This is an optimization exercise on Yosys and OpenROAD, whose aim is a short achievable clock period and few clock cycles, not a production implementation. Only simulation tests tie the RTL to the original design; equivalence was not proved. Power figures rest on the tool's default switching activity, not on a simulated workload.

--- flow/run.sh ---
#!/bin/bash
# synth_recipe.tcl (not shown) runs the flow's synth.tcl, then flattens the netlist and writes it again
# the make line also repeats each setting of config.mk as NAME=value (left out here)
make -C /OpenROAD-flow-scripts/flow DESIGN_CONFIG=/design/flow/config.mk WORK_HOME=/design/flow/orfs CLKGATE_MAP_FILE= SYNTH_SCRIPT=/design/flow/synth_recipe.tcl finish
--- flow/config.mk ---
export PLATFORM = sky130hd
export DESIGN_NAME = phony_cpu
export DESIGN_NICKNAME = phony_cpu
export VERILOG_FILES = /design/flow/design.v
export SDC_FILE = /design/flow/constraint.sdc
export NUM_CORES = 8
export LEC_CHECK = 0
export ABC_AREA = 1
export CAP_MARGIN = 40
export CELL_PAD_IN_SITES_DETAIL_PLACEMENT = 1
export CELL_PAD_IN_SITES_GLOBAL_PLACEMENT = 2
export CORE_MARGIN = 2
export CORE_UTILIZATION = 30
export MIN_ROUTING_LAYER = met2
export PLACE_DENSITY = 0.6
export SETUP_SLACK_MARGIN = 3
export SLEW_MARGIN = 30
export TNS_END_PERCENT = 0
--- flow/constraint.sdc ---
create_clock -name core_clock -period 10.0 [get_ports {clk}]
set_input_delay 2.0000 -clock core_clock [delete_from_list [all_inputs] [get_ports {clk}]]
set_output_delay 2.0000 -clock core_clock [all_outputs]
set_load 0.01 [all_outputs]
--- flow/design.v ---
module phony_cpu (
    input  wire        clk,
    input  wire        rst,
    input  wire [31:0] ps,
    input  wire [31:0] stack_start,
    input  wire [31:0] ivt,
    output reg         mem_req,
    output reg         mem_we,
    output reg  [15:0] mem_addr,
    output reg  [7:0]  mem_wdata,
    input  wire        mem_ready,
    input  wire [7:0]  mem_rdata,
    output wire        halted,
    output wire        faulted,
    output wire [2:0]  fault_code,
    input  wire [3:0]  dbg_sel,
    output reg  [31:0] dbg_data
);
    localparam [2:0] E_NONE     = 3'd0,
                     E_OPCODE   = 3'd1,
                     E_REGISTER = 3'd2,
                     E_ADDRESS  = 3'd3,
                     E_OVERFLOW = 3'd4,
                     E_UNDERFLOW= 3'd5;
    localparam [1:0] F_EQ = 2'd0, F_LT = 2'd1, F_GT = 2'd2;
    localparam [7:0] OP_MOVRR   = 8'h00, OP_MOVRU8  = 8'h01, OP_MOVRU16 = 8'h02,
                     OP_MOVRU32 = 8'h03, OP_MOVRM   = 8'h04, OP_MOVMR   = 8'h05,
                     OP_MOVMU8  = 8'h06, OP_MOVMU16 = 8'h07, OP_MOVMU32 = 8'h08,
                     OP_ADDRR   = 8'h09, OP_ADDRU8  = 8'h0A, OP_ADDRU16 = 8'h0B,
                     OP_ADDRU32 = 8'h0C, OP_ADDRM   = 8'h0D, OP_ADDMR   = 8'h0E,
                     OP_INCR    = 8'h0F, OP_INCM    = 8'h10, OP_PUSHR   = 8'h11,
                     OP_PUSHM   = 8'h12, OP_PUSHU8  = 8'h13, OP_PUSHU16 = 8'h14,
                     OP_PUSHU32 = 8'h15, OP_POPR    = 8'h16, OP_CMPR    = 8'h17,
                     OP_CMPU8   = 8'h18, OP_CMPU16  = 8'h19, OP_CMPU32  = 8'h1A,
                     OP_JMP     = 8'h1B, OP_JGE     = 8'h1C, OP_JGTE    = 8'h1D,
                     OP_JLT     = 8'h1E, OP_JLTE    = 8'h1F, OP_CALL    = 8'h20,
                     OP_LOAD    = 8'h21, OP_STORER  = 8'h22, OP_STOREU8 = 8'h23,
                     OP_STOREU16= 8'h24, OP_STOREU32= 8'h25, OP_INT     = 8'h26,
                     OP_INTR    = 8'h27, OP_HALT    = 8'h28, OP_RET     = 8'h29;
    localparam [3:0] S_RUN   = 4'd0,   
                     S_RD    = 4'd1,   
                     S_WR    = 4'd2,   
                     S_HALTP = 4'd3,   
                     S_FAULTP= 4'd4,   
                     S_HALT  = 4'd5,
                     S_FAULT = 4'd6,
                     S_POST  = 4'd7,   
                     S_INTC  = 4'd8;   
    localparam integer ICB = 8;
    localparam integer DSW = 3;
    localparam [7:0] PF_I = 8'd192;
    localparam integer QD = 8;
    reg [3:0]  state;
    reg [31:0] rf [0:10];
    reg [1:0]  flags;
    reg        in_int;
    reg [2:0]  fcode;
    wire [31:0] ip = rf[0];
    wire [31:0] sp = rf[1];
    wire [31:0] fp = rf[2];
    reg [31:0] ps_r;
    reg [31:0] ivt_r;
    always @(posedge clk) begin
        if (rst) begin
            ps_r  <= ps;
            ivt_r <= ivt;
        end
    end
    reg [71:0] ir;          
    reg [15:0] ma;          
    reg        rbe;         
    reg [63:0] wb;          
    reg [3:0]  wlen;        
    reg        rd8;         
    reg [1:0]  fidx;        
    reg [31:0] tmp;         
    reg [31:0] retaddr;     
    reg [31:0] mdata;       
    reg [31:0] madd;        
    reg        tmp_ovf;     
    reg [31:0] rfs;         
    reg [31:0] rret;        
    function [3:0] op_len(input [7:0] o);
        case (o)
            OP_MOVRR, OP_MOVRU8, OP_ADDRR, OP_ADDRU8, OP_PUSHU16, OP_CMPR, OP_CMPU8: op_len = 4'd3;
            OP_MOVRU16, OP_ADDRU16: op_len = 4'd4;
            OP_MOVRU32, OP_MOVRM, OP_MOVMR, OP_MOVMU8, OP_ADDRU32, OP_ADDRM, OP_ADDMR,
            OP_LOAD, OP_STORER, OP_STOREU8: op_len = 4'd6;
            OP_MOVMU16, OP_STOREU16: op_len = 4'd7;
            OP_MOVMU32, OP_CMPU32, OP_STOREU32: op_len = 4'd9;
            OP_INCR, OP_PUSHR, OP_PUSHU8, OP_POPR, OP_INT, OP_INTR: op_len = 4'd2;
            OP_INCM, OP_PUSHM, OP_PUSHU32, OP_CMPU16, OP_JMP, OP_JGE, OP_JGTE, OP_JLT,
            OP_JLTE, OP_CALL: op_len = 4'd5;
            default: op_len = 4'd1;   
        endcase
    endfunction
    function [31:0] rsel(input [7:0] b);
        case (b[3:0])
            4'd0: rsel = rf[0];
            4'd1: rsel = rf[1];
            4'd2: rsel = rf[2];
            4'd3: rsel = rf[3];
            4'd4: rsel = rf[4];
            4'd5: rsel = rf[5];
            4'd6: rsel = rf[6];
            4'd7: rsel = rf[7];
            4'd8: rsel = rf[8];
            4'd9: rsel = rf[9];
            4'd10: rsel = rf[10];
            default: rsel = 32'd0;
        endcase
    endfunction
    function in_mem(input [31:0] a, input [2:0] n);
        begin
            case (n)
                3'd1:    in_mem = (a[31:16] == 16'd0);
                3'd2:    in_mem = (a[31:16] == 16'd0) && !(&a[15:0]);
                default: in_mem = (a[31:16] == 16'd0) && !(&a[15:2] && a[1:0] != 2'd0);    
            endcase
        end
    endfunction
    function [31:0] bswap(input [31:0] v);
        bswap = {v[7:0], v[15:8], v[23:16], v[31:24]};
    endfunction
    localparam integer IRW = ICB - 4;
    localparam integer INR = 1 << IRW;
    localparam integer ITW = 16 - ICB;
    localparam integer DNS = 1 << DSW;
    localparam integer DTW = 12 - DSW;
    wire [ITW*INR-1:0] itag;         
    wire [INR-1:0]     irow_clr;     
    wire [DTW*DNS-1:0] dtag0, dtag1; 
    reg  [DNS-1:0]     dlru;         
    reg        iq_flush;             
    reg [127:0] iq;                  
    reg [15:0]  iqv;
    reg  [15:0] qip;                 
    reg  [11:0] qip1;                
    reg  [11:0] qip2;                
    wire [15:0] pa_base = iq_flush ? ip[15:0] : qip;
    wire [11:0] a_l0 = iq_flush ? ip[15:4] : qip1;
    wire [11:0] a_l1 = iq_flush ? ip[15:4] + 12'd1 : qip2;
    wire [IRW-1:0] a_r0 = a_l0[IRW-1:0];
    wire [IRW-1:0] a_r1 = a_l1[IRW-1:0];
    wire a_hit0 = (itag[ITW*a_r0 +: ITW] == a_l0[11:IRW]);
    wire a_hit1 = (itag[ITW*a_r1 +: ITW] == a_l1[11:IRW]);
    wire [127:0] a_bdat;             
    wire [15:0]  a_bval;
    reg  [15:0] nb;                  
    reg  [15:0] nb_a, nb_b;          
    wire [15:0] pb = ma;
    reg  [11:0] ma1;                 
    wire [DTW*DNS-1:0] dtag0_n, dtag1_n;   
    reg  [255:0] bsel_a, bsel_b;     
    reg          bsel_adv;           
    wire [255:0] bsel = bsel_adv ? bsel_b : bsel_a;
    wire [127:0] b_bdat;
    wire [15:0]  b_bval;
    function [255:0] bsel_of(input [15:0] x, input [DTW*DNS-1:0] t0, input [DTW*DNS-1:0] t1);
        reg [11:0] l0, l1;
        reg [DSW-1:0] s0, s1, st;
        reg [1:0] h0, h1, h;
        integer bb;
        begin
            l0 = x[15:4];
            l1 = x[15:4] + 12'd1;
            s0 = l0[DSW-1:0];
            s1 = l1[DSW-1:0];
            h0 = {t1[DTW*s0 +: DTW] == l0[11:DSW], t0[DTW*s0 +: DTW] == l0[11:DSW]};
            h1 = {t1[DTW*s1 +: DTW] == l1[11:DSW], t0[DTW*s1 +: DTW] == l1[11:DSW]};
            bsel_of = 256'd0;
            for (bb = 0; bb < 16; bb = bb + 1) begin
                st = (bb < x[3:0]) ? s1 : s0;
                h  = (bb < x[3:0]) ? h1 : h0;
                bsel_of[16*bb + st]     = h[0];
                bsel_of[16*bb + 8 + st] = h[1];
            end
        end
    endfunction
    wire [11:0] w_l0 = ma[15:4];
    wire [11:0] w_l1 = ma1;
    wire [IRW-1:0] iw_r0 = w_l0[IRW-1:0];
    wire [IRW-1:0] iw_r1 = w_l1[IRW-1:0];
    wire iw_hit0 = (itag[ITW*iw_r0 +: ITW] == w_l0[11:IRW]);
    wire iw_hit1 = (itag[ITW*iw_r1 +: ITW] == w_l1[11:IRW]);
    wire [DSW-1:0] w_s0 = w_l0[DSW-1:0];
    wire [DSW-1:0] w_s1 = w_l1[DSW-1:0];
    wire [1:0] w_h0 = {dtag1[DTW*w_s0 +: DTW] == w_l0[11:DSW], dtag0[DTW*w_s0 +: DTW] == w_l0[11:DSW]};
    wire [1:0] w_h1 = {dtag1[DTW*w_s1 +: DTW] == w_l1[11:DSW], dtag0[DTW*w_s1 +: DTW] == w_l1[11:DSW]};
    wire w_new0 = (w_h0 == 2'b00);
    wire w_new1 = (w_h1 == 2'b00);
    wire w_way0 = w_h0[1] ? 1'b1 : w_h0[0] ? 1'b0 : dlru[w_s0];
    wire w_way1 = w_h1[1] ? 1'b1 : w_h1[0] ? 1'b0 : dlru[w_s1];
    reg [127:0] C;
    reg [15:0]  CV;
    integer ci;
    always @* begin
        for (ci = 0; ci < 16; ci = ci + 1) begin
            C[8*ci +: 8] = a_bdat[8*((pa_base[3:0] + ci) & 15) +: 8];
            CV[ci]       = a_bval[(pa_base[3:0] + ci) & 15];
        end
    end
    reg [127:0] B;
    reg [15:0]  BV;
    integer bi;
    always @* begin
        for (bi = 0; bi < 16; bi = bi + 1) begin
            B[8*bi +: 8] = b_bdat[8*((pb[3:0] + bi) & 15) +: 8];
            BV[bi]       = b_bval[(pb[3:0] + bi) & 15];
        end
    end
    wire [71:0] W  = iq[71:0];
    wire [8:0]  WV = iqv[8:0];
    wire [7:0] op = W[7:0];
    wire [3:0] len = op_len(op);
    wire [7:0] b1 = W[15:8];
    wire [7:0] b2 = W[23:16];
    wire [7:0] b3 = W[31:24];
    wire [7:0] b4 = W[39:32];
    wire [7:0] b5 = W[47:40];
    wire [7:0] b6 = W[55:48];
    wire [7:0] b7 = W[63:56];
    wire [7:0] b8 = W[71:64];
    reg [8:0] need;    
    always @* begin
        case (len)
            4'd1: need = 9'h001;
            4'd2: need = 9'h003;
            4'd3: need = 9'h007;
            4'd4: need = 9'h00F;
            4'd5: need = 9'h01F;
            4'd6: need = 9'h03F;
            4'd7: need = 9'h07F;
            default: need = 9'h1FF;
        endcase
    end
    wire all_v = &(WV | ~need);
    reg [3:0] first_miss;
    integer fi;
    always @* begin
        first_miss = 4'd0;
        for (fi = 8; fi >= 0; fi = fi - 1)
            if (!WV[fi]) first_miss = fi;
    end
    wire ip_end_bad = (ip[15:4] == 12'hFFF) && (({1'b0, ip[3:0]} + {1'b0, len}) > 5'd16);
    wire [31:0] addr_at1 = {b4, b3, b2, b1};
    wire [31:0] addr_at2 = {b5, b4, b3, b2};
    wire        reg1_ok = (b1 <= 8'd10);
    wire        reg2_ok = (b2 <= 8'd10);
    wire        reg5_ok = (b5 <= 8'd10);
    wire [31:0] v1 = rsel(b1);
    wire [31:0] v2 = rsel(b2);
    wire [31:0] v5 = rsel(b5);
    reg uses_r1, uses_r2, uses_r5;
    always @* begin
        uses_r1 = 1'b0; uses_r2 = 1'b0; uses_r5 = 1'b0;
        case (op)
            OP_MOVRR, OP_ADDRR, OP_CMPR: begin uses_r1 = 1'b1; uses_r2 = 1'b1; end
            OP_MOVRU8, OP_MOVRU16, OP_MOVRU32, OP_MOVRM, OP_ADDRU8, OP_ADDRU16, OP_ADDRU32,
            OP_ADDRM, OP_INCR, OP_PUSHR, OP_POPR, OP_LOAD, OP_STORER, OP_INTR: uses_r1 = 1'b1;
            OP_MOVMR, OP_ADDMR: uses_r5 = 1'b1;
            default: ;
        endcase
    end
    wire reg_bad = (uses_r1 && !reg1_ok) || (uses_r2 && !reg2_ok) || (uses_r5 && !reg5_ok);
    wire at2 = (op == OP_MOVRM) || (op == OP_ADDRM) || (op == OP_LOAD) || (op == OP_STORER);
    wire [31:0] aoff = at2 ? addr_at2 : addr_at1;
    wire [32:0] ea33 = {1'b0, ps_r} + {1'b0, aoff};
    wire [31:0] ea   = ea33[31:0];
    wire        ea_ovf = ea33[32];
    wire [15:0] ea16_1 = ps_r[15:0] + {b2, b1};
    wire [15:0] ea16_2 = ps_r[15:0] + {b3, b2};
    wire [15:0] ea16   = at2 ? ea16_2 : ea16_1;
    reg [31:0] imm_r;
    always @* begin
        case (op)
            OP_MOVRU8, OP_ADDRU8:   imm_r = {24'd0, b2};
            OP_MOVRU16, OP_ADDRU16: imm_r = {16'd0, b3, b2};
            default:                imm_r = {b5, b4, b3, b2};
        endcase
    end
    reg [31:0] imm_m;
    reg [2:0]  imm_m_n;
    always @* begin
        case (op)
            OP_MOVMU8, OP_STOREU8:   begin imm_m = {24'd0, b5};     imm_m_n = 3'd1; end
            OP_MOVMU16, OP_STOREU16: begin imm_m = {16'd0, b6, b5}; imm_m_n = 3'd2; end
            default:                 begin imm_m = {b8, b7, b6, b5}; imm_m_n = 3'd4; end
        endcase
    end
    reg [31:0] imm_p;
    always @* begin
        case (op)
            OP_PUSHU8:  imm_p = {24'd0, b1};
            OP_PUSHU16: imm_p = {16'd0, b2, b1};
            default:    imm_p = {b4, b3, b2, b1};
        endcase
    end
    reg [31:0] cmp_a, cmp_b;
    always @* begin
        case (op)
            OP_CMPR:  begin cmp_a = v1;                 cmp_b = v2; end
            OP_CMPU8: begin cmp_a = {24'd0, b1};        cmp_b = {24'd0, b2}; end
            OP_CMPU16:begin cmp_a = {16'd0, b2, b1};    cmp_b = {16'd0, b4, b3}; end
            default:  begin cmp_a = {b4, b3, b2, b1};   cmp_b = {b8, b7, b6, b5}; end
        endcase
    end
    wire [1:0] cmp_res = (cmp_a > cmp_b) ? F_GT : (cmp_a < cmp_b) ? F_LT : F_EQ;
    wire push_under = (sp < 32'd4);
    wire push_addr  = (sp > 32'h0001_0000);
    wire frame_under0 = (sp == 32'd0);
    wire frame_under  = (sp < 32'd24);
    wire [31:0] int_idx = (op == OP_INT) ? {24'd0, b1} : v1;
    wire [34:0] int_t   = {3'd0, ivt_r} + {1'b0, int_idx, 2'b00};
    wire [31:0] ip_next = ip + {28'd0, len};
    wire jmp_taken = (op == OP_JMP) ||
                     ((op == OP_JGE || op == OP_JGTE) && flags == F_GT) ||
                     ((op == OP_JLT || op == OP_JLTE) && flags == F_LT);
    wire [7:0]  iop   = ir[7:0];
    wire [7:0]  ib1   = ir[15:8];
    wire [7:0]  ib5   = ir[47:40];
    wire [31:0] iv1   = rsel(ib1);
    wire [31:0] iv5   = rsel(ib5);
    wire [3:0]  ilen  = op_len(iop);
    wire [31:0] iip_next = ip + {28'd0, ilen};
    wire        i_frame = (iop == OP_CALL) || (iop == OP_INT) || (iop == OP_INTR);
    wire        i_push  = (iop == OP_PUSHR) || (iop == OP_PUSHM) || (iop == OP_PUSHU8) ||
                          (iop == OP_PUSHU16) || (iop == OP_PUSHU32);
    function [63:0] frame_pair(input [1:0] k);
        case (k)
            2'd0: frame_pair = {bswap(rf[3]), bswap(rf[4])};
            2'd1: frame_pair = {bswap(rf[5]), bswap(rf[6])};
            default: frame_pair = {bswap(retaddr), bswap(32'd24)};
        endcase
    endfunction
    wire [63:0] dw  = B[63:0];
    wire [7:0]  dwv = BV[7:0];
    wire [7:0]  rd_v   = dwv | (rd8 ? 8'h00 : 8'hF0);
    wire        rd_ok  = &rd_v;
    wire [31:0] rd_word = rbe ? bswap(dw[31:0]) : dw[31:0];
    wire [31:0] rd_word2 = bswap(dw[63:32]);
    reg  [2:0]  rd_miss;
    integer ri;
    always @* begin
        rd_miss = 3'd0;
        for (ri = 7; ri >= 0; ri = ri - 1)
            if (!rd_v[ri]) rd_miss = ri;
    end
    reg [7:0] wmask_len;
    always @* begin
        case (wlen)
            4'd1: wmask_len = 8'h01;
            4'd2: wmask_len = 8'h03;
            4'd4: wmask_len = 8'h0F;
            default: wmask_len = 8'hFF;
        endcase
    end
    wire        i_addm = (iop == OP_ADDMR) || (iop == OP_INCM);
    wire [31:0] msum   = wb[31:0] + madd;
    wire [63:0] wbe    = i_addm ? {32'd0, msum} : wb;
    reg [7:0] wneed;
    integer ni;
    always @* begin
        for (ni = 0; ni < 8; ni = ni + 1)
            wneed[ni] = wmask_len[ni] && !(dwv[ni] && dw[8*ni +: 8] == wbe[8*ni +: 8]);
    end
    reg [15:0] qa [0:QD-1];
    reg [63:0] qd [0:QD-1];
    reg [7:0]  qm [0:QD-1];
    reg [2:0]  qh, qt;
    reg [3:0]  qn;
    wire        q_ne  = (qn != 4'd0);
    wire [7:0]  hm    = qm[qh];
    reg  [2:0]  hk;
    integer hi;
    always @* begin
        hk = 3'd0;
        for (hi = 7; hi >= 0; hi = hi - 1)
            if (hm[hi]) hk = hi;
    end
    wire [7:0] hm_rest = hm & ~(8'h01 << hk);
    wire q_full = (qn == QD);
    wire wr_enq = (state == S_WR) && (wneed != 8'h00);
    wire wr_go  = (state == S_WR) && !q_full;
    reg        fon;             
    reg [15:0] fptr;            
    reg [7:0]  fcnt;            
    reg        don;             
    reg [15:0] dptr;
    reg [15:0] dend;
    reg        istall;          
    reg        rq_req, rq_we;
    reg        rq_k;            
    reg [15:0] rq_addr;
    reg [7:0]  rq_wdata;
    always @* begin
        mem_req   = rq_req;
        mem_we    = rq_we;
        mem_addr  = rq_addr;
        mem_wdata = rq_wdata;
    end
    wire acc     = rq_req && mem_ready;
    wire q_deq1  = acc && rq_we;                    
    wire q_pop   = q_deq1 && (hm_rest == 8'd0);
    wire ex_cwe  = wr_go;                           
    wire          ex_cross = ({1'b0, ma[3:0]} + {1'b0, wlen}) > 5'd16;
    wire [15:0] fa = rq_addr;                       
    wire [IRW-1:0] ifrow = fa[ICB-1:4];
    wire [DSW-1:0] dfset = fa[DSW+3:4];
    wire fill_i = acc && !rq_we && !rq_k &&         
                  !(ex_cwe && (ifrow == iw_r0 || (ex_cross && ifrow == iw_r1)));
    wire fill_d = acc && !rq_we && rq_k &&          
                  !(ex_cwe && (dfset == w_s0 || (ex_cross && dfset == w_s1)));
    wire fill_wr = fill_i || fill_d;
    wire [3:0] qn_next = qn - {3'd0, q_pop} + {3'd0, wr_go && wr_enq};
    wire q_empty_next = ((qn - {3'd0, q_pop}) == 4'd0);
    reg        dreq_i;          
    reg [15:0] daddr_i;
    reg        dreq_d;          
    reg [15:0] daddr_d;
    function qconf(input [15:0] a);
        integer qi;
        reg [15:0] df;
        begin
            qconf = 1'b0;
            for (qi = 0; qi < QD; qi = qi + 1) begin
                df = a - qa[qi];
                if (df[15:3] == 13'd0 && qm[qi][df[2:0]]) qconf = 1'b1;
            end
            df = a - ma;
            if (wr_go && df[15:4] == 12'd0 && df[3:0] < wlen) qconf = 1'b1;
        end
    endfunction
    wire halting = (state == S_HALT) || (state == S_FAULT);
    wire [15:0] dptr_n = fill_d ? dptr + 16'd1 : dptr;
    wire        don_n  = don && !(fill_d && dptr == dend) && !halting;
    wire        f_redir = dreq_i && !(fon && fptr == daddr_i);
    wire [15:0] fptr_n = f_redir ? daddr_i : fill_i ? fptr + 16'd1 : fptr;
    wire        fon_n  = (f_redir || (fon && !(fill_i && fcnt == 8'd1))) && !halting;
    wire        istall_n = dreq_i;
    wire [15:0] fdist = fptr - ip[15:0];
    wire fnear = (fdist[15:4] == 12'd0) && (qn < 4'd6) && (state == S_RUN);
    wire [2:0]  qh_n = q_pop ? qh + 3'd1 : qh;
    wire [7:0]  hm_n = q_pop ? qm[qh + 3'd1] : q_deq1 ? hm_rest : hm;
    wire        q_ne_n = ((qn - {3'd0, q_pop}) != 4'd0);
    reg  [2:0]  hk_n;
    integer hn;
    always @* begin
        hk_n = 3'd0;
        for (hn = 7; hn >= 0; hn = hn - 1)
            if (hm_n[hn]) hk_n = hn;
    end
    wire qc_dp  = qconf(dptr);
    wire qc_dp1 = qconf(dptr + 16'd1);
    wire qc_fp  = qconf(fptr);
    wire qc_fp1 = qconf(fptr + 16'd1);
    wire qc_di  = qconf(daddr_i);
    wire dconf_n = fill_d ? qc_dp1 : qc_dp;
    wire fconf_n = f_redir ? qc_di : fill_i ? qc_fp1 : qc_fp;
    wire sel_d_n = don_n && !dconf_n;
    wire sel_f_n = !sel_d_n && !(don_n && dconf_n) && fon_n && (istall_n || fnear) && !fconf_n;
    wire sel_q_n = !sel_d_n && !sel_f_n && q_ne_n;
    wire sel_r_n = sel_d_n || sel_f_n || (!sel_q_n && fon_n && !fconf_n);
    always @(posedge clk) begin
        if (rst) begin
            rq_req <= 1'b0;
            rq_we  <= 1'b0;
            rq_k   <= 1'b0;
        end else begin
            rq_req   <= sel_q_n || sel_r_n;
            rq_we    <= sel_q_n;
            rq_k     <= sel_d_n;
            rq_addr  <= sel_q_n ? (qa[qh_n] + {13'd0, hk_n}) : sel_d_n ? dptr_n : fptr_n;
            rq_wdata <= qd[qh_n][8*hk_n +: 8];
        end
    end
    wire ifhit = (itag[ITW*ifrow +: ITW] == fa[15:ICB]);
    wire [1:0] f_h = {dtag1[DTW*dfset +: DTW] == fa[15:DSW+4], dtag0[DTW*dfset +: DTW] == fa[15:DSW+4]};
    wire f_new = (f_h == 2'b00);
    wire f_way = f_h[1] ? 1'b1 : f_h[0] ? 1'b0 : dlru[dfset];
    reg [15:0]  ewe;            
    reg [127:0] ewd;
    reg [3:0]   kb;
    integer eb;
    always @* begin
        for (eb = 0; eb < 16; eb = eb + 1) begin
            kb = eb - ma[3:0];
            ewe[eb] = ex_cwe && (kb < wlen);
            ewd[8*eb +: 8] = wbe[8*kb[2:0] +: 8];
        end
    end
    integer ls;
    always @(posedge clk) begin
        for (ls = 0; ls < DNS; ls = ls + 1) begin
            if (ex_cwe && w_s0 == ls)
                dlru[ls] <= !w_way0;
            else if (ex_cwe && ex_cross && w_s1 == ls)
                dlru[ls] <= !w_way1;
            else if (fill_d && dfset == ls)
                dlru[ls] <= !f_way;
        end
    end
    genvar gb, gr, gw;
    generate
        for (gr = 0; gr < INR; gr = gr + 1) begin : itg
            reg [ITW-1:0] t;
            wire newf = fill_i && (ifrow == gr) && !ifhit;
            always @(posedge clk)
                if (newf) t <= fa[15:ICB];
            assign itag[ITW*gr +: ITW] = t;
            assign irow_clr[gr] = newf;
        end
        for (gb = 0; gb < 16; gb = gb + 1) begin : ib
            wire [8*INR-1:0] dv;
            wire [INR-1:0]   vv;
            wire [IRW-1:0]   arow = (gb < pa_base[3:0]) ? a_r1 : a_r0;
            wire [IRW-1:0]   wrow = (gb < ma[3:0]) ? iw_r1 : iw_r0;
            wire             whit = (gb < ma[3:0]) ? iw_hit1 : iw_hit0;
            assign a_bdat[8*gb +: 8] = dv[8*arow +: 8];
            assign a_bval[gb] = vv[arow] && ((gb < pa_base[3:0]) ? a_hit1 : a_hit0);
            for (gr = 0; gr < INR; gr = gr + 1) begin : en
                reg [7:0] d;
                reg       v;
                wire ew = ewe[gb] && whit && (wrow == gr);
                wire fw = fill_i && (fa[3:0] == gb) && (ifrow == gr);
                always @(posedge clk) begin
                    if (ew)
                        d <= ewd[8*gb +: 8];
                    else if (fw)
                        d <= mem_rdata;
                    if (rst)
                        v <= 1'b0;
                    else if (ew || fw)
                        v <= 1'b1;
                    else if (irow_clr[gr])
                        v <= 1'b0;
                end
                assign dv[8*gr +: 8] = d;
                assign vv[gr] = v;
            end
        end
        for (gw = 0; gw < 2; gw = gw + 1) begin : dwy
            wire [DTW*DNS-1:0] tv, tvn;
            wire [DNS-1:0]     set_clr;
            for (gr = 0; gr < DNS; gr = gr + 1) begin : dtg
                reg [DTW-1:0] t;
                wire new0 = ex_cwe && (w_s0 == gr) && w_new0 && (w_way0 == gw);
                wire new1 = ex_cwe && ex_cross && (w_s1 == gr) && w_new1 && (w_way1 == gw);
                wire newf = fill_d && (dfset == gr) && f_new && (f_way == gw);
                always @(posedge clk) begin
                    if (new0)
                        t <= w_l0[11:DSW];
                    else if (new1)
                        t <= w_l1[11:DSW];
                    else if (newf)
                        t <= fa[15:DSW+4];
                end
                assign tv[DTW*gr +: DTW] = t;
                assign tvn[DTW*gr +: DTW] = new0 ? w_l0[11:DSW] : new1 ? w_l1[11:DSW] :
                                            newf ? fa[15:DSW+4] : t;
                assign set_clr[gr] = new0 || new1 || newf;
            end
            for (gb = 0; gb < 16; gb = gb + 1) begin : db
                wire [8*DNS-1:0] dv;
                wire [DNS-1:0]   vv;
                wire [DSW-1:0]   wset = (gb < ma[3:0]) ? w_s1 : w_s0;
                wire             wway = (gb < ma[3:0]) ? w_way1 : w_way0;
                for (gr = 0; gr < DNS; gr = gr + 1) begin : en
                    reg [7:0] d;
                    reg       v;
                    wire ew = ewe[gb] && (wway == gw) && (wset == gr);
                    wire fw = fill_d && (f_way == gw) && (fa[3:0] == gb) && (dfset == gr);
                    always @(posedge clk) begin
                        if (ew)
                            d <= ewd[8*gb +: 8];
                        else if (fw)
                            d <= mem_rdata;
                        if (rst)
                            v <= 1'b0;
                        else if (ew || fw)
                            v <= 1'b1;
                        else if (set_clr[gr])
                            v <= 1'b0;
                    end
                    assign dv[8*gr +: 8] = d;
                    assign vv[gr] = v;
                end
            end
        end
        assign dtag0 = dwy[0].tv;
        assign dtag1 = dwy[1].tv;
        assign dtag0_n = dwy[0].tvn;
        assign dtag1_n = dwy[1].tvn;
        for (gb = 0; gb < 16; gb = gb + 1) begin : pbk
            wire [15:0] sl = bsel[16*gb +: 16];
            reg  [7:0]  d;
            reg         v;
            integer e;
            always @* begin
                d = 8'd0;
                v = 1'b0;
                for (e = 0; e < 8; e = e + 1) begin
                    d = d | ({8{sl[e]}} & dwy[0].db[gb].dv[8*e +: 8])
                          | ({8{sl[8+e]}} & dwy[1].db[gb].dv[8*e +: 8]);
                    v = v | (sl[e] & dwy[0].db[gb].vv[e]) | (sl[8+e] & dwy[1].db[gb].vv[e]);
                end
            end
            assign b_bdat[8*gb +: 8] = d;
            assign b_bval[gb] = v;
        end
    endgenerate
    reg  [3:0] s_amt;           
    reg        s_flush;         
    wire run_ok = (state == S_RUN) && !iq_flush && WV[0] && all_v;
    wire [15:0] wdist = ma + 16'd8 - qip;
    wire wr_near = (wdist < 16'd40);
    always @* begin
        s_amt   = 4'd0;
        s_flush = 1'b0;
        nb_b    = ma;
        case (state)
            S_RUN: begin
                case (op)
                    OP_MOVRR, OP_MOVRU8, OP_MOVRU16, OP_MOVRU32, OP_ADDRR, OP_ADDRU8,
                    OP_ADDRU16, OP_ADDRU32, OP_INCR: begin
                        if (run_ok) begin
                            if (b1 == 8'd0) s_flush = 1'b1;
                            else s_amt = len;
                        end
                    end
                    OP_CMPR, OP_CMPU8, OP_CMPU16, OP_CMPU32:
                        if (run_ok) s_amt = len;
                    OP_JMP, OP_JGE, OP_JGTE, OP_JLT, OP_JLTE:
                        if (run_ok) begin
                            if (jmp_taken) s_flush = 1'b1;
                            else s_amt = len;
                        end
                    OP_CALL:
                        if (run_ok) s_flush = 1'b1;
                    OP_MOVRM, OP_LOAD, OP_ADDRM, OP_ADDMR, OP_INCM, OP_PUSHM, OP_POPR,
                    OP_MOVMR, OP_STORER, OP_MOVMU8, OP_MOVMU16, OP_MOVMU32,
                    OP_STOREU8, OP_STOREU16, OP_STOREU32,
                    OP_PUSHR, OP_PUSHU8, OP_PUSHU16, OP_PUSHU32:
                        if (run_ok) s_amt = len;
                    default: ;
                endcase
                case (op)
                    OP_PUSHR, OP_PUSHU8, OP_PUSHU16, OP_PUSHU32: nb_b = sp[15:0] - 16'd4;
                    OP_POPR: nb_b = sp[15:0];
                    OP_CALL: nb_b = sp[15:0] - 16'd8;
                    OP_INT, OP_INTR: nb_b = in_int ? int_t[15:0] : sp[15:0] - 16'd8;
                    OP_RET: nb_b = fp[15:0];
                    default: nb_b = ea16;
                endcase
            end
            S_RD: begin
                case (iop)
                    OP_PUSHM: nb_b = sp[15:0] - 16'd4;
                    OP_RET:   nb_b = ma + 16'd8;
                    default:  ;
                endcase
                if (rd_ok) begin
                    case (iop)
                        OP_MOVRM, OP_LOAD, OP_POPR: begin
                            if (ib1 == 8'd0) s_flush = 1'b1;
                        end
                        OP_INT, OP_INTR: s_flush = 1'b1;
                        OP_RET: if (fidx == 2'd1) s_flush = 1'b1;
                        default: ;
                    endcase
                end
            end
            S_POST: begin
                if (ib1 == 8'd0) s_flush = 1'b1;
            end
            S_WR: begin
                if (wr_go) begin
                    if (wr_near) s_flush = 1'b1;
                    if (i_frame) begin
                        if (fidx != 2'd2)
                            nb_b = ma - 16'd8;
                        else if (iop != OP_CALL)
                            nb_b = tmp[15:0];
                    end
                end
            end
            default: ;
        endcase
    end
    wire [15:0] ipq_next = pa_base + {12'd0, s_amt};
    reg [127:0] iq_n;
    reg [15:0]  iqv_n;
    wire [15:0] fd0 = fa - pa_base;    
    reg         byp;
    integer qj;
    always @* begin
        for (qj = 0; qj < 16; qj = qj + 1) begin
            if (iq_flush) begin
                iq_n[8*qj +: 8] = C[8*qj +: 8];
                iqv_n[qj]       = CV[qj];
            end else if (qj + s_amt < 16) begin
                iq_n[8*qj +: 8] = iq[8*(qj + s_amt) +: 8];
                iqv_n[qj]       = iqv[qj + s_amt];
            end else begin
                iq_n[8*qj +: 8] = C[8*(qj + s_amt - 16) +: 8];
                iqv_n[qj]       = CV[qj + s_amt - 16];
            end
            byp = (fd0 == qj + s_amt);
            if (fill_wr && byp) begin
                iq_n[8*qj +: 8] = mem_rdata;
                iqv_n[qj]       = 1'b1;
            end
        end
    end
    always @(posedge clk) begin
        if (rst) begin
            iq_flush <= 1'b1;
            iqv      <= 16'd0;
        end else begin
            iq       <= iq_n;
            iqv      <= s_flush ? 16'd0 : iqv_n;
            iq_flush <= s_flush;
        end
    end
    always @* begin
        nb_a = (state == S_RD) ? ma : nb_b;
        nb   = (state == S_RD && rd_ok) ? nb_b : nb_a;
    end
    wire [11:0] pb1 = pa_base[15:4] + 12'd1;
    wire [11:0] pb2 = pa_base[15:4] + 12'd2;
    wire [11:0] pb3 = pa_base[15:4] + 12'd3;
    wire        pcy = ({1'b0, pa_base[3:0]} + {1'b0, s_amt}) > 5'd15;
    always @(posedge clk) begin
        ma   <= nb;
        bsel_a   <= bsel_of(nb_a, dtag0_n, dtag1_n);
        bsel_b   <= bsel_of(nb_b, dtag0_n, dtag1_n);
        bsel_adv <= (state == S_RD) && rd_ok;
        ma1  <= nb[15:4] + 12'd1;
        qip  <= ipq_next;
        qip1 <= pcy ? pb2 : pb1;
        qip2 <= pcy ? pb3 : pb2;
    end
    integer qk;
    always @(posedge clk) begin
        if (rst) begin
            fon <= 1'b0;
            don <= 1'b0;
            istall <= 1'b0;
            for (qk = 0; qk < QD; qk = qk + 1)
                qm[qk] <= 8'd0;
            qh  <= 3'd0;
            qt  <= 3'd0;
            qn  <= 4'd0;
        end else begin
            if (state == S_HALT || state == S_FAULT) begin
                fon <= 1'b0;
                don <= 1'b0;
            end else begin
                if (dreq_d && !don) begin
                    don  <= 1'b1;
                    dptr <= daddr_d;
                    dend <= ma + (rd8 ? 16'd7 : 16'd3);
                end else if (fill_d) begin
                    dptr <= dptr + 16'd1;
                    if (dptr == dend) don <= 1'b0;
                end
                if (f_redir) begin
                    fon  <= 1'b1;
                    fptr <= daddr_i;
                    fcnt <= PF_I;
                end else if (fill_i) begin
                    fptr <= fptr + 16'd1;
                    fcnt <= fcnt - 8'd1;
                    if (fcnt == 8'd1) fon <= 1'b0;
                end
            end
            if (q_deq1) begin
                qm[qh] <= hm_rest;
                if (hm_rest == 8'd0) qh <= qh + 3'd1;
            end
            if (wr_go) begin
                qa[qt] <= ma;
                qd[qt] <= wbe;
                qm[qt] <= wneed;
                if (wr_enq) qt <= qt + 3'd1;
            end
            qn <= qn_next;
            istall <= dreq_i;
        end
    end
    always @* begin
        dreq_i  = 1'b0;
        daddr_i = ip[15:0] + {12'd0, first_miss};
        if (state == S_RUN && !iq_flush && ip[31:16] == 16'd0)
            dreq_i = !WV[0] || (op <= OP_RET && !ip_end_bad && !all_v);
        dreq_d  = (state == S_RD) && !rd_ok;
        daddr_d = ma + {13'd0, rd_miss};
    end
    always @(posedge clk) begin
        case (state)
        S_RUN: begin
            rbe     <= (op == OP_POPR) || (op == OP_RET);
            rd8     <= (op == OP_RET);
            retaddr <= ip_next;
            tmp     <= int_t[31:0];
            tmp_ovf <= (int_t[34:32] != 3'd0);
            madd    <= (op == OP_INCM) ? 32'd1 : v5;
            case (op)
                OP_MOVMR: begin
                    wb   <= {32'd0, v5};
                    wlen <= 4'd4;
                end
                OP_STORER: begin
                    wb   <= {32'd0, v1};
                    wlen <= 4'd4;
                end
                OP_MOVMU8, OP_MOVMU16, OP_MOVMU32, OP_STOREU8, OP_STOREU16, OP_STOREU32: begin
                    wb   <= {32'd0, imm_m};
                    wlen <= {1'b0, imm_m_n};
                end
                OP_PUSHR, OP_PUSHU8, OP_PUSHU16, OP_PUSHU32: begin
                    wb   <= {32'd0, bswap((op == OP_PUSHR) ? v1 : imm_p)};
                    wlen <= 4'd4;
                end
                default: begin  
                    wb   <= {bswap(rf[3]), bswap(rf[4])};
                    wlen <= 4'd8;
                end
            endcase
        end
        S_RD: begin
            case (iop)
                OP_ADDMR, OP_INCM: begin
                    wb   <= {32'd0, rd_word};    
                    wlen <= 4'd4;
                end
                OP_PUSHM: begin
                    wb   <= {32'd0, bswap(rd_word)};
                    wlen <= 4'd4;
                end
                default: ;
            endcase
            mdata <= rd_word;
            if (fidx == 2'd0) begin
                rfs  <= rd_word;
                rret <= rd_word2;
            end
            if (fidx == 2'd1)
                tmp <= fp + rfs;
        end
        S_WR: begin
            if (wr_go && i_frame && fidx != 2'd2)
                wb <= frame_pair(fidx + 2'd1);
        end
        default: ;
        endcase
    end
    integer k;
    always @(posedge clk) begin
        if (rst) begin
            state  <= S_RUN;
            rf[0]  <= ps;
            rf[1]  <= stack_start;
            rf[2]  <= stack_start;
            for (k = 3; k <= 10; k = k + 1)
                rf[k] <= 32'd0;
            flags  <= F_EQ;
            in_int <= 1'b0;
            fcode  <= E_NONE;
        end else begin
            case (state)
            S_RUN: begin
                ir   <= W;
                fidx <= 2'd0;
                if (iq_flush) begin
                end else if (ip[31:16] != 16'd0) begin
                    fcode <= E_ADDRESS;
                    state <= S_FAULTP;
                end else if (!WV[0]) begin
                end else if (op > OP_RET) begin
                    fcode <= E_OPCODE;
                    state <= S_FAULTP;
                end else if (ip_end_bad) begin
                    fcode <= E_ADDRESS;
                    state <= S_FAULTP;
                end else if (!all_v) begin
                end else if (reg_bad) begin
                    fcode <= E_REGISTER;
                    state <= S_FAULTP;
                end else begin
                    case (op)
                    OP_MOVRR: begin
                        rf[0] <= ip_next;
                        rf[b1[3:0]] <= v2;
                    end
                    OP_MOVRU8, OP_MOVRU16, OP_MOVRU32: begin
                        rf[0] <= ip_next;
                        rf[b1[3:0]] <= imm_r;
                    end
                    OP_ADDRR: begin
                        rf[0] <= ip_next;
                        rf[b1[3:0]] <= v1 + v2;
                    end
                    OP_ADDRU8, OP_ADDRU16, OP_ADDRU32: begin
                        rf[0] <= ip_next;
                        rf[b1[3:0]] <= v1 + imm_r;
                    end
                    OP_INCR: begin
                        rf[0] <= ip_next;
                        rf[b1[3:0]] <= v1 + 32'd1;
                    end
                    OP_CMPR, OP_CMPU8, OP_CMPU16, OP_CMPU32: begin
                        rf[0] <= ip_next;
                        flags <= cmp_res;
                    end
                    OP_MOVRM, OP_LOAD, OP_ADDRM, OP_ADDMR, OP_INCM, OP_PUSHM: begin
                        if (ea_ovf) begin
                            fcode <= E_OVERFLOW;
                            state <= S_FAULTP;
                        end else if (!in_mem(ea, 3'd4)) begin
                            fcode <= E_ADDRESS;
                            state <= S_FAULTP;
                        end else if (op == OP_PUSHM && push_under) begin
                            fcode <= E_UNDERFLOW;
                            state <= S_FAULTP;
                        end else if (op == OP_PUSHM && push_addr) begin
                            fcode <= E_ADDRESS;
                            state <= S_FAULTP;
                        end else begin
                            state <= S_RD;
                        end
                    end
                    OP_MOVMR, OP_STORER, OP_MOVMU8, OP_MOVMU16, OP_MOVMU32,
                    OP_STOREU8, OP_STOREU16, OP_STOREU32: begin
                        if (ea_ovf) begin
                            fcode <= E_OVERFLOW;
                            state <= S_FAULTP;
                        end else if (!in_mem(ea, (op == OP_MOVMR || op == OP_STORER) ? 3'd4 : imm_m_n)) begin
                            fcode <= E_ADDRESS;
                            state <= S_FAULTP;
                        end else begin
                            state <= S_WR;
                        end
                    end
                    OP_PUSHR, OP_PUSHU8, OP_PUSHU16, OP_PUSHU32: begin
                        if (push_under) begin
                            fcode <= E_UNDERFLOW;
                            state <= S_FAULTP;
                        end else if (push_addr) begin
                            fcode <= E_ADDRESS;
                            state <= S_FAULTP;
                        end else begin
                            state <= S_WR;
                        end
                    end
                    OP_POPR: begin
                        if (!in_mem(sp, 3'd4)) begin
                            fcode <= E_ADDRESS;
                            state <= S_FAULTP;
                        end else begin
                            state <= S_RD;
                        end
                    end
                    OP_JMP, OP_JGE, OP_JGTE, OP_JLT, OP_JLTE: begin
                        if (jmp_taken) begin
                            if (ea_ovf) begin
                                fcode <= E_OVERFLOW;
                                state <= S_FAULTP;
                            end else
                                rf[0] <= ea;
                        end else
                            rf[0] <= ip_next;
                    end
                    OP_CALL: begin
                        if (frame_under0) begin
                            fcode <= E_UNDERFLOW;
                            state <= S_FAULTP;
                        end else if (push_addr) begin
                            fcode <= E_ADDRESS;
                            state <= S_FAULTP;
                        end else if (frame_under) begin
                            fcode <= E_UNDERFLOW;
                            state <= S_FAULTP;
                        end else if (ea_ovf) begin
                            fcode <= E_OVERFLOW;
                            state <= S_FAULTP;
                        end else begin
                            rf[0]   <= ea;
                            state   <= S_WR;
                        end
                    end
                    OP_INT, OP_INTR: begin
                        state <= S_INTC;    
                    end
                    OP_RET: begin
                        if (fp[31:16] != 16'd0 || fp[15:0] > 16'hFFE8) begin
                            fcode <= E_ADDRESS;
                            state <= S_FAULTP;
                        end else begin
                            state <= S_RD;
                        end
                    end
                    default: begin  
                        state <= S_HALTP;
                    end
                    endcase
                end
            end
            S_RD: begin
                if (rd_ok) begin
                    case (iop)
                    OP_MOVRM, OP_LOAD: begin
                        rf[0] <= iip_next;
                        rf[ib1[3:0]] <= rd_word;
                        state <= S_RUN;
                    end
                    OP_ADDRM: begin
                        state <= S_POST;
                    end
                    OP_ADDMR, OP_INCM, OP_PUSHM: begin
                        state <= S_WR;
                    end
                    OP_POPR: begin
                        rf[0] <= iip_next;
                        rf[1] <= sp + 32'd4;
                        rf[ib1[3:0]] <= rd_word;
                        state <= S_RUN;
                    end
                    OP_INT, OP_INTR: begin
                        rf[0] <= rd_word;
                        state <= S_RUN;
                    end
                    default: begin  
                        case (fidx)
                        2'd0: fidx <= 2'd1;
                        2'd1: begin
                            if ((({1'b0, fp} + {1'b0, rfs}) >> 32) != 33'd0) begin
                                fcode <= E_OVERFLOW;
                                state <= S_FAULTP;
                            end else begin
                                rf[0] <= rret;
                                rf[6] <= rd_word;
                                rf[5] <= rd_word2;
                                fidx  <= 2'd2;
                            end
                        end
                        default: begin
                            rf[4] <= rd_word;
                            rf[3] <= rd_word2;
                            rf[1] <= fp + 32'd24;
                            rf[2] <= tmp;
                            state <= S_RUN;
                        end
                        endcase
                    end
                    endcase
                end
            end
            S_INTC: begin
                if (!in_int && frame_under0) begin
                    fcode <= E_UNDERFLOW;
                    state <= S_FAULTP;
                end else if (!in_int && push_addr) begin
                    fcode <= E_ADDRESS;
                    state <= S_FAULTP;
                end else if (!in_int && frame_under) begin
                    fcode <= E_UNDERFLOW;
                    state <= S_FAULTP;
                end else if (tmp_ovf) begin
                    fcode <= E_OVERFLOW;
                    state <= S_FAULTP;
                end else if (!in_mem(tmp, 3'd4)) begin
                    fcode <= E_ADDRESS;
                    state <= S_FAULTP;
                end else if (in_int)
                    state <= S_RD;
                else
                    state <= S_WR;
            end
            S_POST: begin
                rf[0] <= iip_next;
                rf[ib1[3:0]] <= iv1 + mdata;
                state <= S_RUN;
            end
            S_WR: begin
                if (wr_go) begin
                    if (i_frame) begin
                        if (fidx != 2'd2) begin
                            fidx <= fidx + 2'd1;
                        end else begin
                            rf[1] <= sp - 32'd24;
                            rf[2] <= sp - 32'd24;
                            if (iop == OP_CALL) begin
                                state <= S_RUN;
                            end else begin
                                in_int   <= 1'b1;
                                state    <= S_RD;
                            end
                        end
                    end else begin
                        if (i_push)
                            rf[1] <= sp - 32'd4;
                        rf[0] <= iip_next;
                        state <= S_RUN;
                    end
                end
            end
            S_HALTP: if (q_empty_next) state <= S_HALT;
            S_FAULTP: if (q_empty_next) state <= S_FAULT;
            default: ;  
            endcase
        end
    end
    assign halted     = (state == S_HALT);
    assign faulted    = (state == S_FAULT);
    assign fault_code = fcode;
    always @* begin
        if (dbg_sel <= 4'd10)
            dbg_data = rf[dbg_sel];
        else if (dbg_sel == 4'd11)
            dbg_data = {28'd0, in_int, (flags == F_GT) ? 3'd4 : (flags == F_LT) ? 3'd2 : 3'd0};
        else
            dbg_data = 32'd0;
    end
endmodule
==> impl_results.md, run 1 <==
* Status: did not finish
* Exit stage: global routing (5_1_grt)
* First error in the log: [ERROR GRT-0116] Global routing finished with congestion. Check the congestion regions in the DRC Viewer.
* Cts hold-fix bufs at 0
* Root Driver: clkbuf_16
* Top cells by area, synth: edfxtp_1, nand2_1, o21ai_0, dfxtp_1, nor2_1
* Clk buf depth at 5
* CTS Buf Count at 897
* Register area share after synthesis at 0.4269
* Vias in the first global route at 809300
* Grt total ovfl at 983
* Synth warnings at 1
* Cells after synthesis at 62710
* Post-DP HPWL at 2807 mm
* Die Wd at 1.259 mm
* Port Buffer Count at 173
* H-Tree Depth at 6
* Die Y-Extent at 1.259 mm
* Clock Sinks at 7148
* Synth async-reset ratio at 0
* First-pass GRT wire length at 5475 mm
* Share of Yosys cell area claimed by the top area cell type at 0.3721
* Yosys top cell by area: edfxtp_1
* Mapped Nets at 64180
* Syn_area_per_cell at 7.535 sq um
* Row cnt at 461
* Most used DFF post-synth: edfxtp_1
* Ports at 174
* Routability Congestion at 1.305
* Distinct cells, synth at 98
* Flop and latch count out of synthesis at 7148
* Largest net degree at the start of global routing at 158
* Initial Util at 0.3004
* Post-Syn Area at 472500 sq um
* Post-synth EDFFs at 5855
* Global Route Usage Sum at 0.7490
==> worst max-delay path by stage <==
stage	from	slack [ps]	to	cells past startpoint
2_1_floorplan	rst	1970	qm[0][0]$_DFFE_PP_	8
3_3_place_gp	bsel_adv$_DFF_P_	-310	rf[0][13]$_DFFE_PP_	23
3_5_place_dp	bsel_adv$_DFF_P_	620	rf[6][8]$_DFFE_PP_	34
4_1_cts	iq[2]$_DFFE_PN_	2830	bsel_a[192]$_DFF_P_	46
==> what timing repair did <==
| action | CTS |
|---|---|
| pin swaps | 96 |
| setup buffers | 247 |
| gates cloned | 16 |
| gates resized for setup | 1061 |
| setup endpoints to repair | 3529 |
==> synthesized netlist by cell type, types with 122 or more instances <==
| master | number |
|---|---|
| clkbuf_1 | 3030 |
| dfxtp_1 | 1293 |
| nor4_1 | 183 |
| inv_2 | 214 |
| nor3_1 | 418 |
| buf_2 | 441 |
| mux2i_1 | 123 |
| o221ai_1 | 493 |
| edfxtp_1 | 5855 |
| o2111ai_1 | 131 |
| ha_1 | 1300 |
| or2_2 | 406 |
| o21bai_1 | 122 |
| a21oi_1 | 3891 |
| o211ai_1 | 567 |
| nand4_1 | 942 |
| buf_1 | 469 |
| a31oi_1 | 175 |
| clkinv_1 | 201 |
| o22ai_1 | 1202 |
| a221oi_1 | 496 |
| nand3_1 | 4480 |
| nor2_2 | 147 |
| a22o_1 | 161 |
| xor2_1 | 849 |
| nand2_1 | 14660 |
| inv_1 | 4705 |
| o21ai_0 | 7461 |
| xnor2_1 | 298 |
| nor2_1 | 6416 |
| o21ai_1 | 292 |
==> cell families after synthesis <==
logic type / Yosys count / share of synthesized area
xor gates and xnor gates: 1160 / 0.02173
DFF: 7148 / 0.4269
and+or+nand+nor: 27980 / 0.2471
muxes: 124 / 0.002635
AOI/OAI and AO/OA: 15780 / 0.1900
adders and majority gates: 1361 / 0.03701
buffers and inverters: 9151 / 0.07470
==> through the flow <==
step / std cells / total power, mW / cell area [sq um] / setup WS, ps / util
floorplan: 62710 / 99.02 / 472500 / 1975 / -
global placement: 82860 / 180.6 / 514300 / -312.2 / 0.3270
detailed placement: 83380 / 183.0 / 522300 / 615.4 / 0.3320
CTS: 85330 / 221.3 / 559300 / 2834 / 0.3556
==> layer usage <==
layer / GRT overflow / track usage
met2: 117 / 0.7771
met4: 109 / 0.5662
met1: - / -
met5: 134 / 0.6073
met3: 623 / 0.8422
==> power by group through the flow <==
| stage | registers, mW | logic, mW | clock network, mW |
|---|---|---|---|
| 2_1_floorplan | 36.9 | 62.1 | 0 |
| 4_1_cts | 38.0 | 148 | 34.9 |
| 3_3_place_gp | 38.8 | 142 | 0 |
| 3_5_place_dp | 38.7 | 144 | 0 |
Testbench counts, summed over its fixed seeds: cycles 48,600.
==> run 2, diff against run 1 <==
--- a/flow/config.mk
+++ b/flow/config.mk
@@ -13,3 +13,2 @@
 export CORE_UTILIZATION = 30
-export MIN_ROUTING_LAYER = met2
 export PLACE_DENSITY = 0.6
==> impl_results.md, run 2 <==
* Distinct cells, synth at 98
* Flop and latch count out of synthesis at 7148
* Number of nets in the layout at 65070
* Yosys top cell by area: edfxtp_1
* Avg WL per Cell at 41.53 microns
* Post-DP HPWL at 2655 mm
* Global Route Usage Sum at 0.4302
* Max VDD drop at 0.8310 mV
* Crit-path slowest cell: clkinv_1
* Setup ws final at 2294 ps
* Initial Util at 0.3004
* Drt first pass iters at 9
* Min cycle time layout at 7706 ps
* Vias in the first global route at 498500
* Die Y-Extent at 1.259 mm
* Root Driver: clkbuf_16
* Syn_area_per_cell at 7.535 sq um
* CP startpoint kind: flop
* Register area share after synthesis at 0.4269
* Ports at 174
* Share of Yosys cell area claimed by the top area cell type at 0.3721
* Util after Layout at 0.3559
* Pwr Density at 402.6 nW/um^2
* Row cnt at 461
* Worst Setup Path Type: reg -> reg
* Worst path arrival time at 8850 ps
* Adder-Cell Fraction of Synth Area at 0.03701
* Clock Sinks at 7148
* Worst-Skew Late Latency at 1410 ps
* Busiest layer in global routing: met2
* Pre-CTS setup slack at 520.1 ps
* CTS clk-pin slew, worst paths at 70 ps
* Routed vias at 525500
* Die ar. at 1585000 sq um
* Tightest Hold Check Type: reg -> reg
* Most used DFF post-synth: edfxtp_1
* # DRC at 0
* Register area at 201800 sq um
* Clk buf depth at 5
* Met3 GRT Util at 0.1112
* Worst path max stage delay at 510 ps
* Grt total ovfl at 0
* Cell with the most instances after synthesis: nand2_1
* Leakage at 227.0 nW
* Routability Congestion at 1.080
* CP Capture Type: flop
* Post-DR vias/cell at 6.136
* H-Tree Depth at 6
* Status: complete, no violations
* Critical Path RT at 11140 ps
* Period utilisation layout at 0.7706
* Post-Syn Area at 472500 sq um
* Layout cells sized above 1 at 0.1213
* Post-synth top cells: nand2_1, o21ai_0, nor2_1
* Post-synthesis mux area share at 0.002635
* Slew @ Worst Pin at 1238 ps
* Commonest cells after routing, fill and taps aside: nand2_1, o21ai_0, nor2_1, edfxtp_1, inv_1
* DR iter-0 viols at 72500
* Mapped Nets at 64180
* Main combinational cell family by area after synthesis: simple AND/OR/NAND/NOR gates
* Crit Path Max Fanout at 47
* Top Registers: dwy.db.en.d: 2048 flops, ib.en.d: 2048 flops, qd: 512 flops
* Final hold vios at 0
* Initial antenna violation count at 547
* CTS Buf Count at 908
* RSZ-0062 raised after global routing: yes
* Post-synthesis xor/xnor area fraction at 0.02173
* CTS tree: built
* Max_cap viols at 0
* Top cells by area, synth: edfxtp_1, nand2_1, o21ai_0, dfxtp_1, nor2_1
* Final setup vio count at 0
* Sw Pwr at 137.7 mW
* Cells after DPL at 82950
* Post-Layout Cell Count at 85640
* Multi-input logic area at 243900 sq um
* Core box area at 1573000 sq um
* Die Wd at 1.259 mm
* Fill count at 187900
* Largest net degree at the start of global routing at 140
* Gate power share at 0.679
* Synth warnings at 1
* Max Transition Viols Final at 0
* Post-route ant nets at 0
* Seq pwr share at 0.169
* Syn-to-layout area delta at 18.49%
* Cells after synthesis at 62710
* Most common cell after layout, fill and taps aside: nand2_1
* Synth Area in Simple Gates at 0.2471
* Post-synth EDFFs at 5855
* Max Freq at 0.1298 GHz
* Synth async-reset ratio at 0
* Port Buffer Count at 173
* Met2 GRT Util at 0.6313
* Post-Route WL at 3556 mm
* Rel. slew slack at 0.1746
* Compound-Gate Fraction of Synth Area at 0.1900
* Switching Fraction at 0.6111
* Clock Power Share at 0.152
* Final Skew at 191.3 ps
* First-pass GRT wire length at 4666 mm
* Internal at 87.66 mW
* GR Util met1 at 0.5376
## run 2: cell counts after synthesis
Identical to the previous run, type by type.
## run 2: worst max-delay path: cells and delay by family (launching register included)
kind	cells	cell delay [ps]
DFF	1	440
AOI/OAI and AO/OA	9	2190
buffers and inverters	7	2270
and+or+nand+nor	10	2270
## run 2: worst paths after layout
path | startpoint | endpoint | slack, ps | cells past startpoint
worst max-delay path | bsel_adv$_DFF_P_ | rf[5][16]$_DFFE_PP_ | 2290 | 26
worst min-delay path | dwy[0].db[15].en[7].v$_SDFFE_PP0P_ | dwy[0].db[15].en[7].v$_SDFFE_PP0P_ | 480 | 2
worst max register to register | bsel_adv$_DFF_P_ | rf[5][16]$_DFFE_PP_ | 2290 | 26
worst min register to register | dwy[0].db[15].en[7].v$_SDFFE_PP0P_ | dwy[0].db[15].en[7].v$_SDFFE_PP0P_ | 480 | 2
## run 2: layer usage
metal  up-vias  wire, microns
li1     218700              -
met1    266800        1388000
met2     31490        1491000
met3      8367         343700
met4       114         333600
met5         -            786
## run 2: area by class of cell
class	count	area share
timing repair buffer	3992	0.06655
clock inverter	468	0.008435
antenna	411	0.001837
timing repair inverter	7	0.00008269
clock buffer	1235	0.04476
sequential	7148	0.3604
tap	20840	0.04657
multi-input combinational	46420	0.4356
inverter	5126	0.03573
## run 2: stage by stage
step	area [sq um]	power, mW	hold WS (ps)	TNS (ps)
finish	559800	225.4	479.6	0
global route	559100	228.8	489.5	0
CTS	553800	215.2	473.3	0
detailed placement	517800	177.3	463.9	0
global placement	511000	174.5	457.4	-2647
floorplan	472500	99.02	420.6	0
## run 2: cells by family after synthesis
group,count (synthesis)
AO/OA/AOI/OAI,15780
XOR/XNOR,1160
adder cells (fa/ha/maj),1361
buffers and inverters,9151
flip-flops,7148
multiplexers,124
AND/OR/NAND/NOR,27980
## run 2: power by group through the flow
stage	Sequential, mW	Combinational (mW)	Clock [mW]
2_1_floorplan	36.9	62.1	0
3_3_place_gp	38.7	136	0
3_5_place_dp	38.6	139	0
4_1_cts	37.9	143	34.5
5_1_grt	38.0	155	35.5
6_report	38.0	153	34.3
## run 2: what timing repair did
item                                   in CTS  in global routing
buffers inserted                          266                149
resized for setup                         913                481
pin swaps                                  98                105
hold buffers                                0                  0
endpoints found under the hold margin       0                  0
setup endpoints to repair                4402               2542
cloned                                     24                 13

==> re-timing with driven ports <==
The results above use ideal ports. As a check the final layout listed here was re-extracted and re-timed, cells and wires unchanged. Step 1: set_driving_cell puts a clkbuf_16 on clk and a buf_2 on each other input, an assumption about the parent block. Step 2 moves the port delays by t, midway between the first and last clock arrival at a register: inputs arrive t later, outputs are due t later. That takes back most of the time a late clock gives input paths. a / b / c = ideal ports / drivers / drivers and shift; a / b = the first two.
run: run 2
shift t [ns]: 1.508
setup WS [ns]: 2.294 / 2.294 / 1.633
hold slack, ns: 0.480 / 0.480 / 0.480
worst setup path after step 2: input to register
slew at the worst register clock pin (ns): 0.08 / 0.08
After both steps run 2 still meets setup and hold. The setup slack of run 2 moves by 0.000 ns with the drivers and by -0.661 ns with both steps.
